This is an optimization exercise on Yosys and OpenROAD, whose aim is small area, a short achievable clock period and few clock cycles, not a production implementation.
No functional check of the RTL was part of this run.
No activity file was given, so power comes from the tool's default toggle rates.

<file path="design/flow/config.mk">
export PLATFORM = sky130hd
export DESIGN_NAME = ung5_rxdec
export DESIGN_NICKNAME = ung5_rxdec
export VERILOG_FILES = /design/flow/design.v
export SDC_FILE = /design/flow/constraint.sdc
export NUM_CORES = 4
export LEC_CHECK = 0
export CAP_MARGIN = 20
export CORE_MARGIN = 2
export CORE_UTILIZATION = 30
export CTS_BUF_LIST = sky130_fd_sc_hd__clkbuf_4 sky130_fd_sc_hd__clkbuf_8
export PLACE_DENSITY = 0.5
export SETUP_SLACK_MARGIN = 2.5
export SLEW_MARGIN = 20
export SYNTH_HIERARCHICAL = 1
</file>
<file path="design/flow/constraint.sdc">
create_clock -name core_clock -period 7.5 [get_ports {clk}]
set_input_delay 1.5000 -clock core_clock [delete_from_list [all_inputs] [get_ports {clk}]]
set_output_delay 1.5000 -clock core_clock [all_outputs]
set_load 0.01 [all_outputs]
</file>
<file path="design/flow/design.v">
module ung5_rx (
    input  wire        clk,
    input  wire        rst,
    input  wire        start,
    input  wire [7:0]  start_addr,
    input  wire [15:0] start_total,
    input  wire        rx_valid,
    input  wire [7:0]  rx_data,
    input  wire        tick,
    input  wire [5:0]  buf_idx,
    output wire [7:0]  buf_data,
    output reg  [1:0]  rx_state,
    output reg  [2:0]  rx_reason,
    output reg  [6:0]  rx_len,
    output wire        rx_ready,
    output wire        start_ok,
    output reg  [31:0] head,        
    output wire [31:0] tail,        
    output reg         last_fa,     
    output reg  [15:0] crc,         
    input  wire        dec_we,
    input  wire [3:0]  dec_err,
    output reg  [3:0]  err_code
);
    localparam ST_IDLE = 2'd0, ST_ACTIVE = 2'd1, ST_DONE = 2'd2;
    localparam R_NONE = 3'd0, R_TOTAL = 3'd1, R_SILENCE = 3'd2,
               R_STOP = 3'd3, R_NOISE = 3'd4, R_OVERFLOW = 3'd5;
    function [15:0] crc_step;
        input [15:0] c_in;
        input [7:0]  b;
        integer i;
        reg [15:0] c;
        begin
            c = c_in ^ {8'h00, b};
            for (i = 0; i < 8; i = i + 1)
                c = c[0] ? ((c >> 1) ^ 16'h8408) : (c >> 1);
            crc_step = c;
        end
    endfunction
    reg [479:0] sh;            
    reg [5:0]   q;             
    reg [7:0]   rx_addr;
    reg [15:0]  t_left;        
    reg [5:0]   t_sil;         
    reg [15:0]  crc_lag;       
    reg         collapsed;     
    wire accept    = rx_valid && rx_ready;
    assign rx_ready = (rx_state == ST_ACTIVE);
    assign start_ok = start && !rx_ready &&
                      (start_total != 16'd0) && (start_total != 16'hFFFF);
    wire [23:0] lo_key, hi_key;
    wire [7:0]  bw_mask;
    wire [7:0]  lo_oh_a, lo_oh_b, hi_oh;
    ung5_rdkey u_rdkey (.q(q), .lo_key(lo_key), .hi_key(hi_key), .bw_mask(bw_mask));
    ung5_rdlo  u_rdlo_a (.idx_lo(buf_idx[2:0]), .lo_key(lo_key), .lo_oh(lo_oh_a));
    ung5_rdlo  u_rdlo_b (.idx_lo(buf_idx[2:0]), .lo_key(lo_key), .lo_oh(lo_oh_b));
    ung5_rdhi  u_rdhi  (.idx(buf_idx), .bw_mask(bw_mask), .hi_key(hi_key), .hi_oh(hi_oh));
    ung5_rdmux u_rdmux (.sh(sh), .head(head), .idx(buf_idx),
                        .lo_oh_a(lo_oh_a), .lo_oh_b(lo_oh_b), .hi_oh(hi_oh),
                        .data(buf_data));
    assign tail = collapsed ? sh[72 +: 32] : sh[0 +: 32];
    wire run_found = (rx_data == 8'h81) && (rx_len[6:3] != 4'd0) &&
                     (sh[7:0]   == rx_addr) && (sh[15:8]  == 8'hFA) &&
                     (sh[23:16] == 8'h81)   && (sh[31:24] == rx_addr) &&
                     (sh[39:32] == 8'hFA)   && (sh[47:40] == 8'h81) &&
                     (sh[55:48] == rx_addr) && (sh[63:56] == 8'hFA);
    wire [5:0] t_sil_n = t_sil + ((t_sil == 6'd63) ? 6'd0 : 6'd1);
    always @(posedge clk) begin
        if (accept)
            sh <= {sh[471:0], rx_data};
        if (accept && rx_len[6:2] == 5'd0)
            case (rx_len[1:0])
            2'd0: head[7:0]   <= rx_data;
            2'd1: head[15:8]  <= rx_data;
            2'd2: head[23:16] <= rx_data;
            default: head[31:24] <= rx_data;
            endcase
    end
    always @(posedge clk) begin
        if (rst) begin
            err_code  <= 4'd0;
            rx_state  <= ST_IDLE;
            rx_reason <= R_NONE;
            collapsed <= 1'b0;
            rx_len    <= 7'd0;
            q         <= 6'd63;
        end else if (start) begin
            if (rx_state == ST_ACTIVE) begin
                err_code <= 4'd7;                      
            end else if (!start_ok) begin
                err_code <= 4'd10;                     
            end else begin
                err_code  <= 4'd0;
                rx_state  <= ST_ACTIVE;
                rx_reason <= R_NONE;
                collapsed <= 1'b0;
                rx_len    <= 7'd0;
                    q         <= 6'd63;
                rx_addr   <= start_addr;
                t_left    <= start_total;
            end
        end else if (accept) begin
            err_code <= 4'd0;
            q        <= q + 6'd1;
            rx_len   <= rx_len + 7'd1;
            t_sil    <= 6'd0;
            last_fa  <= (rx_data == 8'hFA);
            crc      <= (rx_len == 7'd0) ? 16'h0000 : crc_step(crc, sh[7:0]);
            crc_lag  <= (rx_len < 7'd9) ? 16'h0000 : crc_step(crc_lag, sh[71:64]);
            if (run_found) begin
                crc       <= crc_lag;            
                rx_len    <= (rx_len == 7'd8) ? 7'd3 : rx_len - 7'd8;
                rx_state  <= ST_DONE;
                rx_reason <= R_NOISE;
                collapsed <= 1'b1;
                last_fa   <= (sh[71:64] == 8'hFA);       
            end else if (rx_len == 7'd63) begin
                rx_state  <= ST_DONE;
                rx_reason <= R_OVERFLOW;
                err_code  <= 4'd8;                     
            end
        end else if (tick && rx_ready) begin
            err_code <= 4'd0;
            t_sil    <= t_sil_n;
            t_left   <= t_left - 16'd1;
            if (t_left == 16'd0) begin
                rx_state  <= ST_DONE;
                rx_reason <= R_TOTAL;
            end else if (rx_len[6:3] != 4'd0 && last_fa && t_sil_n >= 6'd10) begin
                rx_state  <= ST_DONE;
                rx_reason <= R_STOP;
            end else if (rx_len != 7'd0 && t_sil_n >= 6'd50) begin
                rx_state  <= ST_DONE;
                rx_reason <= R_SILENCE;
            end
        end else begin
            if (dec_we)
                err_code <= dec_err;
        end
    end
endmodule
module ung5_rdkey (
    input  wire [5:0]  q,
    output reg  [23:0] lo_key,
    output reg  [23:0] hi_key,
    output reg  [7:0]  bw_mask
);
    integer j;
    always @(*)
        for (j = 0; j < 8; j = j + 1) begin
            lo_key[3*j +: 3] = q[2:0] - j[2:0];
            hi_key[3*j +: 3] = q[5:3] - j[2:0];
            bw_mask[j]       = (j[2:0] > q[2:0]);
        end
endmodule
module ung5_rdlo (
    input  wire [2:0]  idx_lo,
    input  wire [23:0] lo_key,
    output reg  [7:0]  lo_oh
);
    integer j;
    always @(*)
        for (j = 0; j < 8; j = j + 1)
            lo_oh[j] = (idx_lo == lo_key[3*j +: 3]);
endmodule
module ung5_rdhi (
    input  wire [5:0]  idx,
    input  wire [7:0]  bw_mask,
    input  wire [23:0] hi_key,
    output reg  [7:0]  hi_oh
);
    wire hsel = (idx[5:2] == 4'd0);
    reg [7:0] eq;
    reg       bw;
    integer j;
    always @(*) begin
        bw = 1'b0;
        for (j = 0; j < 8; j = j + 1) begin
            eq[j] = (idx[5:3] == hi_key[3*j +: 3]);
            bw = bw | ((idx[2:0] == j[2:0]) & bw_mask[j]);
        end
        for (j = 0; j < 8; j = j + 1)
            hi_oh[j] = !hsel & (bw ? eq[(j + 1) % 8] : eq[j]);
        hi_oh[7] = hi_oh[7] | hsel;
    end
endmodule
module ung5_rdmux (
    input  wire [479:0] sh,
    input  wire [31:0]  head,
    input  wire [5:0]   idx,
    input  wire [7:0]   lo_oh_a,
    input  wire [7:0]   lo_oh_b,
    input  wire [7:0]   hi_oh,
    output reg  [7:0]   data
);
    wire hsel = (idx[5:2] == 4'd0);
    reg [63:0] grp;            
    reg [7:0]  lo_oh;
    integer g, k;
    always @(*) begin
        for (g = 0; g < 7; g = g + 1) begin
            lo_oh = (g < 4) ? lo_oh_a : lo_oh_b;
            grp[8*g +: 8] = 8'h00;
            for (k = 0; k < 8; k = k + 1)
                grp[8*g +: 8] = grp[8*g +: 8] | ({8{lo_oh[k]}} & sh[64*g + 8*k +: 8]);
        end
        grp[63:56] = 8'h00;
        for (k = 0; k < 4; k = k + 1)
            grp[63:56] = grp[63:56] |
                         ({8{lo_oh_b[k] & !hsel}} & sh[448 + 8*k +: 8]) |
                         ({8{hsel && idx[1:0] == k[1:0]}} & head[8*k +: 8]);
        data = 8'h00;
        for (g = 0; g < 8; g = g + 1)
            data = data | ({8{hi_oh[g]}} & grp[8*g +: 8]);
    end
endmodule
module ung5_dec (
    input  wire        clk,
    input  wire        rst,
    input  wire        dec_start,
    input  wire        clear,         
    input  wire [6:0]  n_bytes,       
    input  wire [31:0] head,          
    input  wire [31:0] tail,          
    input  wire        last_fa,       
    input  wire [15:0] crc,           
    output reg         dec_valid,
    output reg  [1:0]  dec_kind,      
    output reg  [1:0]  dec_why,       
    output wire [1:0]  dec_class,     
    output wire [15:0] dec_crc,
    output reg         dec_etx_ok,
    output reg         dec_stop_ok,
    output wire        dec_addr_ok,
    output wire        err_we,
    output wire [3:0]  err_val
);
    function [15:0] crc_step;
        input [15:0] c_in;
        input [7:0]  b;
        integer i;
        reg [15:0] c;
        begin
            c = c_in ^ {8'h00, b};
            for (i = 0; i < 8; i = i + 1)
                c = c[0] ? ((c >> 1) ^ 16'h8408) : (c >> 1);
            crc_step = c;
        end
    endfunction
    wire [7:0] b0 = head[7:0];
    wire [7:0] b1 = head[15:8];
    wire [7:0] b2 = head[23:16];
    wire [7:0] b3 = head[31:24];
    wire [7:0] t0 = tail[7:0];
    wire [7:0] t1 = tail[15:8];
    wire [7:0] t2 = tail[23:16];
    wire [7:0] t3 = tail[31:24];
    wire short   = (n_bytes == 7'd3);
    wire dclass  = (n_bytes >= 7'd7) && (b1[3:0] == 4'd4);
    wire two     = last_fa;                            
    wire span_bad = two && (n_bytes == 7'd7);          
    wire crc_bad = two ? (crc != crc_step(16'h0000, t1)) : (crc != 16'h0000);
    wire [6:0] n_6 = n_bytes - 7'd6;
    wire [6:0] n_7 = n_bytes - 7'd7;
    wire len_bad = (b2 == 8'h00) ||
                   (two ? (b2 != {1'b0, n_7}) : (b2 != {1'b0, n_6}));
    wire [1:0] kind = short ? 2'd0 :
                      (dclass && !span_bad && !crc_bad && !len_bad) ? 2'd1 : 2'd2;
    wire [1:0] why  = !dclass ? 2'd0 : span_bad ? 2'd1 : crc_bad ? 2'd2 : 2'd3;
    assign dec_class = (b1[3:0] == 4'd1) ? 2'd1 :
                       (b1[3:0] == 4'd2) ? 2'd2 :
                       (b1[3:0] == 4'd3) ? 2'd3 : 2'd0;
    assign dec_crc     = two ? {t2, t3} : {t1, t2};
    wire etx_ok  = (two ? t1 : t0) == 8'h03;
    wire stop_ok = short ? (b2 == 8'hFA) : two;
    assign dec_addr_ok = (b0 >= 8'h50) && (b0 <= 8'h6F);
    wire fin = dec_start;
    assign err_we  = fin;
    assign err_val = (kind == 2'd2) ? 4'd4 : 4'd0;
    always @(posedge clk)
        if (fin) begin
            dec_kind    <= kind;
            dec_why     <= why;
            dec_etx_ok  <= etx_ok;
            dec_stop_ok <= stop_ok;
        end
    always @(posedge clk) begin
        if (rst || clear)
            dec_valid <= 1'b0;
        else if (dec_start)
            dec_valid <= 1'b1;
    end
endmodule
module ung5_rxdec (
    input  wire        clk,
    input  wire        rst,
    input  wire        start,
    input  wire [7:0]  start_addr,
    input  wire [15:0] start_total,
    input  wire        rx_valid,
    input  wire [7:0]  rx_data,
    output wire        rx_ready,
    input  wire        tick,
    input  wire        dec_start,
    input  wire [5:0]  buf_idx,
    output wire [7:0]  buf_data,
    output wire [1:0]  rx_state,
    output wire [2:0]  rx_reason,
    output wire [6:0]  rx_len,
    output wire [3:0]  err_code,
    output wire        dec_valid,
    output wire [1:0]  dec_kind,
    output wire [1:0]  dec_why,
    output wire [1:0]  dec_class,
    output wire [7:0]  dec_addr,
    output wire [7:0]  dec_ctrl,
    output wire [7:0]  dec_length,
    output wire [7:0]  dec_opc,
    output wire [15:0] dec_crc,
    output wire        dec_etx_ok,
    output wire        dec_stop_ok,
    output wire        dec_addr_ok
);
    wire [31:0] head, tail;
    wire [15:0] crc;
    wire        start_ok, last_fa;
    wire        dec_we;
    wire [3:0]  dec_err;
    ung5_rx u_rx (
        .clk(clk), .rst(rst),
        .start(start), .start_addr(start_addr), .start_total(start_total),
        .rx_valid(rx_valid), .rx_data(rx_data), .tick(tick),
        .buf_idx(buf_idx), .buf_data(buf_data),
        .rx_state(rx_state), .rx_reason(rx_reason), .rx_len(rx_len),
        .rx_ready(rx_ready), .start_ok(start_ok),
        .head(head), .tail(tail), .last_fa(last_fa),
        .crc(crc),
        .dec_we(dec_we), .dec_err(dec_err), .err_code(err_code)
    );
    ung5_dec u_dec (
        .clk(clk), .rst(rst),
        .dec_start(dec_start), .clear(start_ok),
        .n_bytes(rx_len), .head(head), .tail(tail), .last_fa(last_fa),
        .crc(crc),
        .dec_valid(dec_valid), .dec_kind(dec_kind), .dec_why(dec_why),
        .dec_class(dec_class), .dec_crc(dec_crc),
        .dec_etx_ok(dec_etx_ok), .dec_stop_ok(dec_stop_ok),
        .dec_addr_ok(dec_addr_ok),
        .err_we(dec_we), .err_val(dec_err)
    );
    assign dec_addr   = head[7:0];
    assign dec_ctrl   = head[15:8];
    assign dec_length = head[23:16];
    assign dec_opc    = head[31:24];
endmodule
</file>
<file path="design/flow/flow/run.sh">
#!/bin/bash
# The standard layout (the standard.sh: standard synthesis, floorplan,
# placement, CTS, routing), with every input and output port buffered by
# sky130_fd_sc_hd__buf_2 instead of the cell buffer_ports picks by itself,
# and clock tree synthesis without dummy loads.
# make's full output goes to flow_make.log here; ORFS keeps each step's log
# under orfs/logs/.
set -euo pipefail
export BUFFER_PORTS_ARGS="-buffer_cell sky130_fd_sc_hd__buf_2"
export CTS_ARGS="-sink_clustering_enable -repair_clock_nets -dont_use_dummy_load -sink_clustering_size 24 -sink_clustering_max_diameter 60 -buf_list {sky130_fd_sc_hd__clkbuf_16}"
bash standard.sh > flow_make.log 2>&1
</file>
<file path="design/flow/standard.sh">
#!/bin/bash
# synth_recipe.tcl (not shown) runs the flow's synth.tcl, then flattens the netlist and writes it again
# the make line also repeats each setting of config.mk as NAME=value (left out here)
make -C /OpenROAD-flow-scripts/flow DESIGN_CONFIG=/design/flow/config.mk WORK_HOME=/design/flow/orfs CLKGATE_MAP_FILE= SYNTH_SCRIPT=/design/flow/synth_recipe.tcl "${@:-finish}"
</file>
==> summary.txt <==
## modules after synthesis, one instance, submodules excluded, a selection
module | times used | cell area (um^2) | flip-flops and latches
ung5_dec | 1 | 1221 | 7
ung5_rdhi | 1 | 452.9 | 0
ung5_rdkey | 1 | 460.4 | 0
ung5_rdlo | 2 | 324.1 | 0
ung5_rdmux | 1 | 3008 | 0
ung5_rx | 1 | 21110 | 598
## cell families (layout without fill, tap and decap cells)
| family | count (synthesis) | count (layout) | share of synthesized area, % |
|---|---|---|---|
| buffers and inverters | 160 | 285 | 3.111 |
| DFF | 605 | 605 | 66.63 |
| muxes | 72 | 72 | 3.441 |
| xor gates and xnor gates | 177 | 177 | 5.813 |
| adders and majority gates | 24 | 24 | 1.116 |
| other | 1 | 4 | 0.01394 |
| and+or+nand+nor | 395 | 395 | 8.580 |
| AOI/OAI and AO/OA | 406 | 406 | 11.29 |
## registers in the layout (all words and copies together), names as in the netlist, 2 cells and up
signal          cells
u_rx.q              6
u_rx.rx_state       2
u_rx.t_sil          6
u_dec.dec_why       2
u_rx.t_left        16
u_rx.rx_reason      3
u_rx.sh           480
u_rx.err_code       4
u_rx.crc           16
u_dec.dec_kind      2
u_rx.rx_len         7
u_rx.head          32
u_rx.rx_addr        8
u_rx.crc_lag       16
## cell usage after synthesis (8+ instances only)
cell type	count
a222oi_1	10
or3_1	14
a21oi_1	22
a2111oi_0	9
buf_6	8
nand3_1	37
ha_1	24
edfxtp_1	581
nor3_1	23
buf_4	33
mux2i_1	10
a22oi_1	246
nor2_1	42
nor3_2	17
nand4_1	61
xor2_1	91
buf_1	8
a31oi_1	8
and3_1	13
buf_2	27
o21ai_0	41
xnor2_1	85
a41oi_1	24
o211ai_2	8
mux2_2	49
dfxtp_1	24
inv_1	33
mux4_2	10
nand2_1	82
nand4b_1	8
clkbuf_1	45
nor4_1	28
## per-layer routing
layer	vias to the layer above	share of wire, %	GRT usage [%]
met5	-	0	0
li1	7509	-	-
met1	8685	45	21.94
met3	126	5.0	2.427
met2	538	47	25.61
met4	0	3.2	5.135
## power groups by stage
stage	sequential [mW]	clock, mW	combinational, mW
floorplan	4.01	0	0.664
global placement	4.05	0	1.02
detailed placement	4.06	0	1.04
CTS	3.98	2.48	1.25
global route	4.00	2.59	1.37
finish	3.99	2.41	1.27
## worst paths after layout
check / from / endpoint / cells past startpoint
max reg2reg: u_rx.rx_state[1]$_SDFFE_PP0P_ / u_rx.sh[362]$_DFFE_PP_ / 6
min: u_rx.sh[342]$_DFFE_PP_ / u_rx.sh[350]$_DFFE_PP_ / 0
max: buf_idx[0] / buf_data[2] / 10
min reg2reg: u_rx.sh[342]$_DFFE_PP_ / u_rx.sh[350]$_DFFE_PP_ / 0
## cell type report
| class | count | area (um^2) |
|---|---|---|
| flip-flops and latches | 605 | 17930 |
| clock buffers | 54 | 1351 |
| inverters | 36 | 168.9 |
| multi-input cells | 1077 | 9107 |
| diodes | 1 | 2.502 |
| repair buffers | 195 | 1498 |
| fillers | 8477 | 57130 |
| well taps | 1165 | 1458 |
## timing repair
action / in CTS / in global routing
cloned: 0 / 1
setup buffers: 30 / 3
pin swaps: 28 / 15
endpoints found under the hold margin: 0 / 0
gates resized for setup: 157 / 38
setup endpoints to repair: 8 / 8
## through the flow
step	power [mW]	setup slack (ns)	instances	utilization [%]
2_1_floorplan	4.675	2.601	1842	-
3_3_place_gp	5.078	1.307	3043	32.38
3_5_place_dp	5.091	1.296	3043	32.38
4_1_cts	7.718	2.407	3127	35.20
5_1_grt	7.955	2.289	3132	35.55
6_report	7.667	2.356	3133	35.56
==> run_results.csv <==
group,metric,value,unit
synthesis,ys_warn_count,12,
timing,rsz0062_at_grt,"true",
die,num_rows,109,
synthesis,synth-edff-count,581,
die,pin_count,127,
run,maxCapViolations,0,
grt,grt_pass1_wl,110900,um
power_and_ir_drop,vdd_drop_max,168.8,uV
routing,final_antenna_net_count,0,
routing,postRouteWirelength,74990,um
power_and_ir_drop,swShare,26.70,%
power_and_ir_drop,clkPwrFrac,31.4,%
routing,drtPass1Iterations,5,
synthesis,ys_ff_latch,605,
die,dieWidth,303.5,um
die,coreArea,88650,um^2
critical_path,start_kind,"input port",
power_and_ir_drop,power_density,243.3,nW/um^2
finish,layout.nets,2037,
timing,min_period,5.144,ns
timing,fin_skew,0.1074,ns
routing,remaining_drc_errors,0,
clock_network,cts_hold_buffers,0,
finish,layout_common_cells,"edfxtp_1, a22oi_1, buf_2",
clock_network,cts_tree,"yes",
critical_path,cp_data_arrival_time,3.64,ns
clock_network,cts_root_buffer,"clkbuf_16",
placed_design,port_buffers,126,
synthesis,async_flop_share,0,%
grt,grt_pass1_vias,16944,
timing,finalSetupViolations,0,
grt,grt_max_degree,152,
timing,timing.hold.ws,0.3559,ns
die,die_y,303.5,um
synthesis,syn-cell-area,26900,um^2
critical_path,cp_top_family,"compound AO/OA/AOI/OAI gates",
outcome,status,"timing/DRC/antenna clean",
power_and_ir_drop,p_switching,2.047,mW
synthesis,avgSynthCellArea,14.62,um^2
synthesis,yosysUniqueCellTypes,84,
power_and_ir_drop,power_frac_seq,52.0,%
power_and_ir_drop,p_int,5.620,mW
timing,hold_viol_final,0,
critical_path,critPathMaxStageDelay,0.51,ns
routing,viasPerCell,5.381,
critical_path,crit_slowest_cell,"a2111oi_4",
clock_network,cts_htree_levels,2,
clock_network,cts.path.max_buffers,3,
synthesis,ys_seq_area_share,66.63,%
synthesis,netlist_instances,1840,
synthesis,synth.area.top_cells,"edfxtp_1, a22oi_1, xor2_1, xnor2_1, mux2_2",
critical_path,reg2reg_slack,3.74,ns
power_and_ir_drop,total_leakage_power,9.714,nW
timing,finalCritPeriodShare,68.58,%
die,start_util,30.35,%
timing,worstMarginPinSlew,1.079,ns
routing,drt-wirelength-per-cell,23.94,um
finish,drive_gt1_share,23.59,%
timing,fin_tns_setup,0,ns
critical_path,path_buf_inv,4,
die,dieArea,92090,um^2
clock_network,numCtsBuffers,54,
power_and_ir_drop,pwr-share-comb,16.6,%
critical_path,critPathKind,"in2out",
finish,stdcell_area,31520,um^2
critical_path,cp.required,6.00,ns
critical_path,path_cells,"buf_16 > clkbuf_16 > xor2_4 > nor3_4 > buf_12 > a22oi_2 > nand4_1 > a2111oi_4 > nand3_2 > buf_6",
clock_network,cts.sinks,605,
synthesis,yosysTopAreaCell,"edfxtp_1",
grt,grtUsageTotal,15.87,%
finish,area_delta_synth_final,17.16,%
placed_design,place_area,28710,um^2
timing,fmax,194.4,MHz
hold_path,holdCritPathClass,"reg2reg",
synthesis,synth_top_flop_cell,"edfxtp_1",
placed_design,gp_congestion,0.8427,
routing,drtIter0Drc,1612,
critical_path,cp-end-kind,"output pin",
routing,vias,16858,
timing,maxSlewHeadroom,28.10,%
grt,grt_remaining_overflow,0,
critical_path,path_max_fanout,32,
synthesis,synth_top_area_share,64.85,%
finish,final_common_cell,"edfxtp_1",
timing,drv_slew,0,
clock_network,insertion_delay,0.66,ns
grt,antenna_found_initial,1,
placed_design,hpwl,48750,um
clock_network,clk_pin_slew,0.09,ns

==> re-timing with driven ports <==
The flow's constraints put no driver on any port. The routed layout listed below was extracted and timed again, unchanged, in two steps.
Step 1: set_driving_cell puts a clkbuf_16 on clk and a buf_2 on each other input, an assumption about the parent block.
Step 2 moves the port delays by t, midway between the first and last clock arrival at a register: inputs arrive t later, outputs are due t later. That takes back most of the time a late clock gives input paths.
Three values: ideal, step 1, step 2; two values: the first two.
t, ns: 0.647
setup WS [ns]: 2.356 / 2.272 / 2.272
worst setup path after step 2: input to output
worst data-port slew with drivers (ns): 0.09
pins driven straight from the clock port: 1
After both steps setup and hold are still met in this run. The setup slack of this run moves by -0.084 ns with the drivers and by -0.084 ns with both steps.
